Source: an optimization exercise on an open RTL-to-GDS flow (aim: small area, a short achievable clock period and few clock cycles per item). Production flows keep margins and buffers that such runs may drop. Only simulation tests tie the RTL to the original design; equivalence was not proved. No activity file was given, so power comes from the tool's default toggle rates.

==> run F: inputs <==
Design dtl_fec_tx, start of the top module:
module dtl_fec_tx (
    input  wire        clk,
    input  wire        rst,
    input  wire        cmd_valid,
    output wire        cmd_ready,
    input  wire        cmd_op,          
    input  wire [7:0]  push_data,       
    input  wire [3:0]  push_cnt,        
    input  wire [3:0]  bld_mod,         
    input  wire [3:0]  bld_fec,         
    input  wire [7:0]  bld_flen,        
    input  wire [15:0] cfg_floor,
    input  wire [15:0] cfg_maxempty,
    output reg         pay_valid,
    output reg  [15:0] pay_data,        
    output reg         frm_valid,
    output wire [11:0] frm_plen,
    output wire [11:0] frm_seq,
    output wire [3:0]  frm_fec,
    output reg  [7:0]  frm_cwid,
    output wire [13:0] frm_off,
    output wire [13:0] frm_short,
    output reg         frm_stop,
    output wire        frm_rem_pend
);
    integer i, j;
    function [5:0] f_ur(input [1:0] bm1, input [3:0] t);
        case ({bm1, t})
            6'd0: f_ur = {4'd0, 2'd0};
            6'd1: f_ur = {4'd1, 2'd0};
            6'd2: f_ur = {4'd2, 2'd0};
            6'd3: f_ur = {4'd3, 2'd0};
            6'd4: f_ur = {4'd4, 2'd0};
            6'd5: f_ur = {4'd5, 2'd0};
            6'd6: f_ur = {4'd6, 2'd0};
            6'd7: f_ur = {4'd7, 2'd0};
  ...
Settings: LEC_CHECK=0, CAP_MARGIN=20, CORE_MARGIN=2, CORE_UTILIZATION=40, SETUP_SLACK_MARGIN=3.0, SLEW_MARGIN=20; clock period 7.0 ns.
run.sh (not shown) runs the stock make flow with config.mk's settings and CLKGATE_MAP_FILE= SYNTH_SCRIPT=/design/flow/synth_recipe.tcl, a recipe that flattens the netlist after the stock synthesis.
==> inputs of run G, as changes to run F <==
--- a/flow/design.v
+++ b/flow/design.v
@@ -115,20 +115,19 @@
     reg [7:0]   lvlk;            
     reg [3:0]   rooml;           
     reg [3:0]   roomk;           
     reg         rem_pend;
     reg [8:0]   rem_bits;        
-    reg [3:0]   rem_len;
     reg [3:0]   rem_off;
     reg         rem_c2;          
+    wire [3:0]  rem_len = (rem_c2 ? 4'd10 : 4'd8) - rem_off;    
     reg [7:0]   next_cw;         
     reg [11:0]  frame_no;
     reg [15:0]  empty_cnt;
     reg         busy;            
     reg         flush;           
     reg [1:0]   bm1;             
-    reg [3:0]   need;            
     reg         c2;              
     reg [11:0]  sp;              
     reg         sp_ltn;          
     reg         sp_ltneed;       
     reg [1:0]   rfree;           
@@ -211,10 +210,11 @@
     wire [1:0]  a_r  = a_ur[1:0];
     wire [11:0] a_sp = cap - {8'd0, a_len};
     wire [3:0]  a_nf = (rem_pend ? rem_c2 : a_c2f) ? 4'd10 : 4'd8;    
     wire [3:0]  a_need = a_nf + {2'b00, a_bm1} + 4'd1;
     wire [3:0] b_n     = c2 ? 4'd10 : 4'd8;
+    wire [3:0] need    = b_n + {2'b00, bm1} + 4'd1;    
     wire [3:0] b_k     = c2 ? 4'd6 : 4'd4;
     wire       sp_hi   = (sp[11:4] != 8'd0);
     wire       b_split = sp_ltn;
     wire [9:0] b_enc   = f_enc(c2, q[5:0]);
     reg  [9:0] b_mask;
@@ -309,11 +309,10 @@
         lvl_lo <= (level_d <= 8'd124);
         nd     <= nd_d;
         sp_ltneed <= ltneed_d;
         if (do_build) begin
             bm1       <= a_bm1;
-            need      <= a_need;
             sp_ltn    <= (a_sp < {8'd0, a_nf});
             flen4     <= a_flen;
             c2        <= rem_pend ? rem_c2 : a_c2f;
             frm_cwid  <= next_cw - {7'd0, rem_pend};
             off_h     <= rem_pend ? rem_off : 4'd0;
@@ -323,21 +322,19 @@
             rfree     <= a_r;
             psym      <= {6'd0, a_u};
             if (rem_pend) begin
                 if (a_rpart) begin
                     rem_bits <= c_is4 ? {4'd0, rem_bits[8:4]} : {8'd0, rem_bits[8]};
-                    rem_len  <= rem_len - (c_is4 ? 4'd4 : 4'd8);
                     rem_off  <= rem_off + (c_is4 ? 4'd4 : 4'd8);
                 end else begin
                     rem_pend <= 1'b0;
                 end
             end else if (a_cw) begin
                 next_cw <= next_cw + 8'd1;
                 if (a_split) begin
                     rem_pend <= 1'b1;
                     rem_bits <= c_is4 ? a_enc[9:4] : {7'd0, a_enc[9:8]};
-                    rem_len  <= a_n - (c_is4 ? 4'd4 : 4'd8);
                     rem_off  <= c_is4 ? 4'd4 : 4'd8;
                     rem_c2   <= a_c2f;
                 end
             end
         end
@@ -349,11 +346,10 @@
             next_cw <= next_cw + 8'd1;
             short_h <= b_short ? b_k[2:0] - level[2:0] : 3'd0;
             if (b_split) begin
                 rem_pend <= 1'b1;
                 rem_bits <= b_enc[9:1] >> (sp[3:0] - 4'd1);
-                rem_len  <= b_n - sp[3:0];
                 rem_off  <= sp[3:0];
                 rem_c2   <= c2;
             end
         end
         if (busy) begin
@@ -363,52 +359,40 @@
                 pay_valid <= 1'b1;
                 acc  <= comb[25:16];
                 wcnt <= tw[3:0];
                 if (b_last) begin
                     if (tw[3:0] != 4'd0) flush <= 1'b1;
-                    else begin
-                        frm_valid <= 1'b1;
-                        acc  <= 16'd0;
-                    end
+                    else frm_valid <= 1'b1;
                 end
             end else if (b_last) begin
                 pay_valid <= (tw != 6'd0);
                 frm_valid <= 1'b1;
-                acc  <= 16'd0;
-                wcnt <= 4'd0;
             end else begin
                 acc  <= comb[15:0];
                 wcnt <= tw[3:0];
             end
         end else if (do_build) begin
             busy     <= !a_last;
             pay_data <= {6'd0, a_bits};
-            if (a_last) begin
-                pay_valid <= (a_len != 4'd0);
-                frm_valid <= 1'b1;
-            end else begin
-                acc  <= {6'd0, a_bits};
-                wcnt <= a_len;
-            end
+            pay_valid <= a_last && (a_len != 4'd0);
+            frm_valid <= a_last;
+            acc  <= {6'd0, a_bits};
+            wcnt <= a_len;
         end
         if (flush) begin
             pay_valid <= 1'b1;
             pay_data  <= acc;
             frm_valid <= 1'b1;
             flush <= 1'b0;
-            acc  <= 16'd0;
-            wcnt <= 4'd0;
         end
         if (rst) begin
             busy      <= 1'b0;
             rv        <= 1'b0;
             flush     <= 1'b0;
             pay_valid <= 1'b0;
             frm_valid <= 1'b0;
             rem_pend  <= 1'b0;
             next_cw   <= 8'd0;
             frame_no  <= 12'd0;
-            acc       <= 16'd0;
-            wcnt      <= 4'd0;
         end
     end
 endmodule
--- a/flow/config.mk
+++ b/flow/config.mk
@@ -5,8 +5,11 @@
 export SDC_FILE = /design/flow/constraint.sdc
 export NUM_CORES = 4
 export LEC_CHECK = 0
 export CAP_MARGIN = 20
 export CORE_MARGIN = 2
-export CORE_UTILIZATION = 40
+export CORE_UTILIZATION = 55
+export CTS_CLUSTER_DIAMETER = 60
+export CTS_CLUSTER_SIZE = 30
+export PLACE_DENSITY = 0.75
 export SETUP_SLACK_MARGIN = 3.0
 export SLEW_MARGIN = 20
==> inputs of run K, as changes to run F <==
--- a/flow/design.v
+++ b/flow/design.v
@@ -110,13 +110,10 @@
             default: f_cw = 6'd0;
         endcase
     endfunction
     reg [127:0] q;               
     reg [7:0]   level;
-    reg [7:0]   lvlk;            
-    reg [3:0]   rooml;           
-    reg [3:0]   roomk;           
     reg         rem_pend;
     reg [8:0]   rem_bits;        
     reg [3:0]   rem_len;
     reg [3:0]   rem_off;
     reg         rem_c2;          
@@ -137,11 +134,10 @@
     reg [15:0]  acc;             
     reg [3:0]   wcnt;
     reg [3:0]   off_h;
     reg [2:0]   short_h;
     reg         rv;              
-    reg         rdy;             
     reg         rop;             
     reg  [7:0]  r_a;             
     reg  [3:0]  r_b;             
     reg         r_cok;           
     reg  [7:0]  r_floor;         
@@ -221,27 +217,28 @@
     always @* begin
         for (i = 0; i < 10; i = i + 1)
             b_mask[i] = (i < sp[3:0]);
     end
     wire [3:0] b_len   = b_split ? sp[3:0] : b_n;
-    wire       b_last  = sp_ltneed || (lvlk == 8'd0);
+    wire       b_last  = b_split || (level <= {4'd0, b_k}) ||
+                         sp_ltneed;
     wire [5:0] b_ur    = f_cw(c2, rfree, bm1);
     wire [3:0] b_u     = b_ur[5:2];
     wire [1:0] b_r     = b_split ? 2'd0 : b_ur[1:0];
     wire       b_short = (level < {4'd0, b_k});
     wire [11:0] b_sp   = sp - {8'd0, b_n};
     reg [7:0] pb;
     always @* begin
         for (i = 0; i < 8; i = i + 1)
             pb[i] = (i < push_cnt) ? push_data[7 - i] : 1'b0;
     end
-    wire [7:0] lvl_b  = busy ? lvlk : level;
-    wire       p_fits = (r_cnt <= (busy ? roomk : rooml));
+    wire [7:0] lvl_b  = !busy ? level : b_short ? 8'd0 : level - {4'd0, b_k};
+    wire       p_fits = ({1'b0, lvl_b} + {5'd0, r_cnt} <= 9'd128);
     wire       push_ok = r_cok && p_fits;
     wire       do_push  = rv && !rop && (flush || !busy || b_last || (nd && lvl_lo));
     wire       do_build = rv && rop && !busy && !flush;
-    assign cmd_ready = rdy;
+    assign cmd_ready = !rv || do_push || do_build;
     wire ins_en  = do_push && push_ok && !rst;
     wire [15:0] pch = {8'd0, r_pb & {8{ins_en}}} << lvl_b[2:0];
     reg  [15:0] bsel;            
     always @* begin
         for (i = 0; i < 16; i = i + 1)
@@ -262,30 +259,18 @@
     wire        empty    = (level < r_floor);
     wire [15:0] ecnt_inc = empty_cnt + {15'd0, (empty_cnt != 16'hFFFF)};
     wire [15:0] ecnt_d   = rst ? 16'd0 : !do_build ? empty_cnt : empty ? ecnt_inc : 16'd0;
     wire sh_cw = busy || (do_build && a_cw);
     wire sh_c2 = busy ? c2 : a_c2f;
-    wire [3:0] k_d = (do_build ? (rem_pend ? rem_c2 : a_c2f) : c2) ? 4'd6 : 4'd4;
     reg [7:0] level_d;
-    wire [7:0] lvlk_d = (level_d < {4'd0, k_d}) ? 8'd0 : level_d - {4'd0, k_d};
     always @* begin
         level_d = lvl_b;
         if (do_build && a_cw) level_d = a_short ? 8'd0 : level - {4'd0, a_k};
         if (do_push && push_ok) level_d = lvl_b + {4'd0, r_cnt};
         if (rst) level_d = 8'd0;
     end
-    wire busy_d  = !rst && (busy ? !b_last : do_build && !a_last);
-    wire flush_d = !rst && busy && b_last && wfull && (tw[3:0] != 4'd0);
-    wire ltneed_d = busy ? (b_sp < {8'd0, need}) : do_build ? (a_sp < {8'd0, a_need}) : sp_ltneed;
-    wire nd_d    = do_build ? ({4'd0, level} >= cap + 12'd6) : nd;
-    wire rv_d    = !rst && (!cmd_ready || cmd_valid);
-    wire rop_d   = cmd_ready ? cmd_op : rop;
-    wire rdy_d   = !rv_d || (rop_d ? (!busy_d && !flush_d)
-                                   : (flush_d || !busy_d || ltneed_d || (lvlk_d == 8'd0) ||
-                                      (nd_d && (level_d <= 8'd124))));
     always @(posedge clk) begin
-        rdy <= rdy_d;
         pay_valid <= 1'b0;
         frm_valid <= 1'b0;
         q <= (q & {128{!rst && !sh_cw}}) |
              ({4'd0, q[127:4]} & {128{!rst && sh_cw && !sh_c2}}) |
              ({6'd0, q[127:6]} & {128{!rst && sh_cw && sh_c2}}) |
@@ -300,21 +285,18 @@
             r_cok   <= (push_cnt != 4'd0) && (push_cnt <= 4'd8);
             r_floor <= (cfg_floor[15:8] != 8'd0) ? 8'hFF : cfg_floor[7:0];
             r_stope <= (cfg_maxempty != 16'hFFFF) && (ecnt_d >= cfg_maxempty);
         end
         level  <= level_d;
-        lvlk   <= lvlk_d;
-        rooml  <= (level_d <= 8'd120) ? 4'd8 : 4'd0 - level_d[3:0];
-        roomk  <= (lvlk_d <= 8'd120) ? 4'd8 : 4'd0 - lvlk_d[3:0];
         empty_cnt <= ecnt_d;
         lvl_lo <= (level_d <= 8'd124);
-        nd     <= nd_d;
-        sp_ltneed <= ltneed_d;
         if (do_build) begin
             bm1       <= a_bm1;
+            nd        <= ({4'd0, level} >= cap + 12'd6);
             need      <= a_need;
             sp_ltn    <= (a_sp < {8'd0, a_nf});
+            sp_ltneed <= (a_sp < {8'd0, a_need});
             flen4     <= a_flen;
             c2        <= rem_pend ? rem_c2 : a_c2f;
             frm_cwid  <= next_cw - {7'd0, rem_pend};
             off_h     <= rem_pend ? rem_off : 4'd0;
             frm_stop  <= empty && r_stope;
@@ -342,10 +324,11 @@
             end
         end
         if (busy) begin
             sp      <= b_sp;
             sp_ltn    <= (b_sp < {8'd0, b_n});
+            sp_ltneed <= (b_sp < {8'd0, need});
             rfree   <= b_r;
             psym    <= b_split ? {flen4, 2'b00} : psym + {6'd0, b_u};
             next_cw <= next_cw + 8'd1;
             short_h <= b_short ? b_k[2:0] - level[2:0] : 3'd0;
             if (b_split) begin
--- a/flow/config.mk
+++ b/flow/config.mk
@@ -6,7 +6,6 @@
 export NUM_CORES = 4
 export LEC_CHECK = 0
 export CAP_MARGIN = 20
 export CORE_MARGIN = 2
 export CORE_UTILIZATION = 40
-export SETUP_SLACK_MARGIN = 3.0
 export SLEW_MARGIN = 20
==> inputs of run A, as changes to run F <==
--- a/flow/design.v
+++ b/flow/design.v
@@ -363,52 +363,40 @@
                 pay_valid <= 1'b1;
                 acc  <= comb[25:16];
                 wcnt <= tw[3:0];
                 if (b_last) begin
                     if (tw[3:0] != 4'd0) flush <= 1'b1;
-                    else begin
-                        frm_valid <= 1'b1;
-                        acc  <= 16'd0;
-                    end
+                    else frm_valid <= 1'b1;
                 end
             end else if (b_last) begin
                 pay_valid <= (tw != 6'd0);
                 frm_valid <= 1'b1;
-                acc  <= 16'd0;
-                wcnt <= 4'd0;
             end else begin
                 acc  <= comb[15:0];
                 wcnt <= tw[3:0];
             end
         end else if (do_build) begin
             busy     <= !a_last;
             pay_data <= {6'd0, a_bits};
-            if (a_last) begin
-                pay_valid <= (a_len != 4'd0);
-                frm_valid <= 1'b1;
-            end else begin
-                acc  <= {6'd0, a_bits};
-                wcnt <= a_len;
-            end
+            pay_valid <= a_last && (a_len != 4'd0);
+            frm_valid <= a_last;
+            acc  <= {6'd0, a_bits};
+            wcnt <= a_len;
         end
         if (flush) begin
             pay_valid <= 1'b1;
             pay_data  <= acc;
             frm_valid <= 1'b1;
             flush <= 1'b0;
-            acc  <= 16'd0;
-            wcnt <= 4'd0;
         end
         if (rst) begin
             busy      <= 1'b0;
             rv        <= 1'b0;
             flush     <= 1'b0;
             pay_valid <= 1'b0;
             frm_valid <= 1'b0;
             rem_pend  <= 1'b0;
             next_cw   <= 8'd0;
             frame_no  <= 12'd0;
-            acc       <= 16'd0;
-            wcnt      <= 4'd0;
         end
     end
 endmodule
--- a/flow/config.mk
+++ b/flow/config.mk
@@ -5,8 +5,9 @@
 export SDC_FILE = /design/flow/constraint.sdc
 export NUM_CORES = 4
 export LEC_CHECK = 0
 export CAP_MARGIN = 20
 export CORE_MARGIN = 2
-export CORE_UTILIZATION = 40
+export CORE_UTILIZATION = 55
+export PLACE_DENSITY = 0.75
 export SETUP_SLACK_MARGIN = 3.0
 export SLEW_MARGIN = 20
==> notes.md <==
| quantity | run K | run F | run A | run G |
|---|---|---|---|---|
| Status | timing/DRC/antenna clean | timing/DRC/antenna clean | timing/DRC/antenna clean | timing/DRC/antenna clean |
| CP required | 7.47 ns | 7.50 ns | 7.30 ns | 7.43 ns |
| Final weighted congestion in routability-driven placement | 0.948 | 0.903 | 0.948 | 0.931 |
| Register area | 7230 um^2 | 7540 um^2 | 7740 um^2 | 7570 um^2 |
| NetSw | 0.00144 W | 0.00220 W | 0.00191 W | 0.00186 W |
| Smallest setup slack after layout | 0.790 ns | 2.96 ns | 2.88 ns | 2.91 ns |
| Finished Layout Cells | 2,972 | 3,292 | 2,996 | 2,870 |
| Multi-input comb cells | 1,674 | 1,858 | 1,769 | 1,734 |
| Xor and xnor area share after synthesis | 0.0473 | 0.0438 | 0.0463 | 0.0449 |
| Layout clock area frac | 0.0564 | 0.0539 | 0.0533 | 0.0426 |
| Tightest hold margin | 0.478 ns | 0.460 ns | 0.453 ns | 0.469 ns |
| Non-clock buffer total of the final layout | 143 | 242 | 205 | 181 |
| Via count of the first global-routing pass | 17.4k | 18.9k | 18.2k | 18.2k |
| Power in combinational cells | 0.000887 W | 0.00191 W | 0.00154 W | 0.00152 W |
| Routed WL | 60,100 um | 65,300 um | 61,200 um | 59,500 um |
| CP Max Fanout | 15 | 8 | 11 | 7 |
| Slew margin rel. | 0.395 | 0.330 | 0.363 | 0.253 |
| Portion of netlist area occupied by mux cells | 0.0303 | 0.0336 | 0.0342 | 0.0361 |
| Worst path most repeated cell | - | sky130_fd_sc_hd__or3_4 | sky130_fd_sc_hd__a21o_1 | sky130_fd_sc_hd__nor2_1 |
| Largest voltage drop on the vdd net | 164 uV | 168 uV | 163 uV | 207 uV |
| Post-DP HPWL | 41,400 um | 43,900 um | 40,400 um | 40,200 um |
| Setup repair after global routing missed its margin | false | true | true | true |
| Number of storage elements in the synthesis netlist | 313 | 330 | 330 | 323 |
| Total setup buffers inserted after CTS | 0 | 53 | 22 | 22 |
| Number of cells on the worst hold path | 1 | 2 | 2 | 2 |
| Layout Area Growth over Synthesis | 14.0% | 20.3% | 17.8% | 15.3% |
Testbench counts of run F, summed over its fixed seeds: cycles 3,788, frames 618.
Testbench counts of run G, summed over its fixed seeds: cycles 3,788, frames 618.
Testbench counts of run K, summed over its fixed seeds: cycles 3,788, frames 618.
Testbench counts of run A, summed over its fixed seeds: cycles 3,788, frames 618.

-- what the ideal ports hide --
In the flow no input, the clock included, has a driving cell. The finished layouts below were timed again as built, in two steps.
Step 1 assumes that a clkbuf_16 drives the clock port and a buf_2 every other input.
Step 2 adds t to the input delays and takes it off the output delays; t is the mean of the earliest and latest rising clock arrival at the registers after step 1. Input paths then give back, and output paths get back, about the clock's delay inside the block.
a / b / c = ideal / step 1 / step 2; a / b = the first two.
run | shift t [ns] | slack for setup (ns) | worst hold slack (ns) | worst setup path after step 2 | worst register clock-pin slew, ns
run F | 0.636 | 2.957 / 2.957 / 2.696 | 0.460 / 0.460 / 0.460 | input to register | 0.06 / 0.06
run G | 0.623 | 2.907 / 2.907 / 2.632 | 0.469 / 0.469 / 0.469 | input to register | 0.09 / 0.09
run K | 0.613 | 0.790 / 0.790 / 0.790 | 0.478 / 0.478 / 0.478 | register to register | 0.06 / 0.06
run A | 0.612 | 2.879 / 2.879 / 2.726 | 0.453 / 0.453 / 0.453 | input to register | 0.07 / 0.07
After both steps setup and hold are still met in every run listed. The setup slack of run G, which loses most, moves by 0.000 ns with the drivers and by -0.275 ns with both steps.
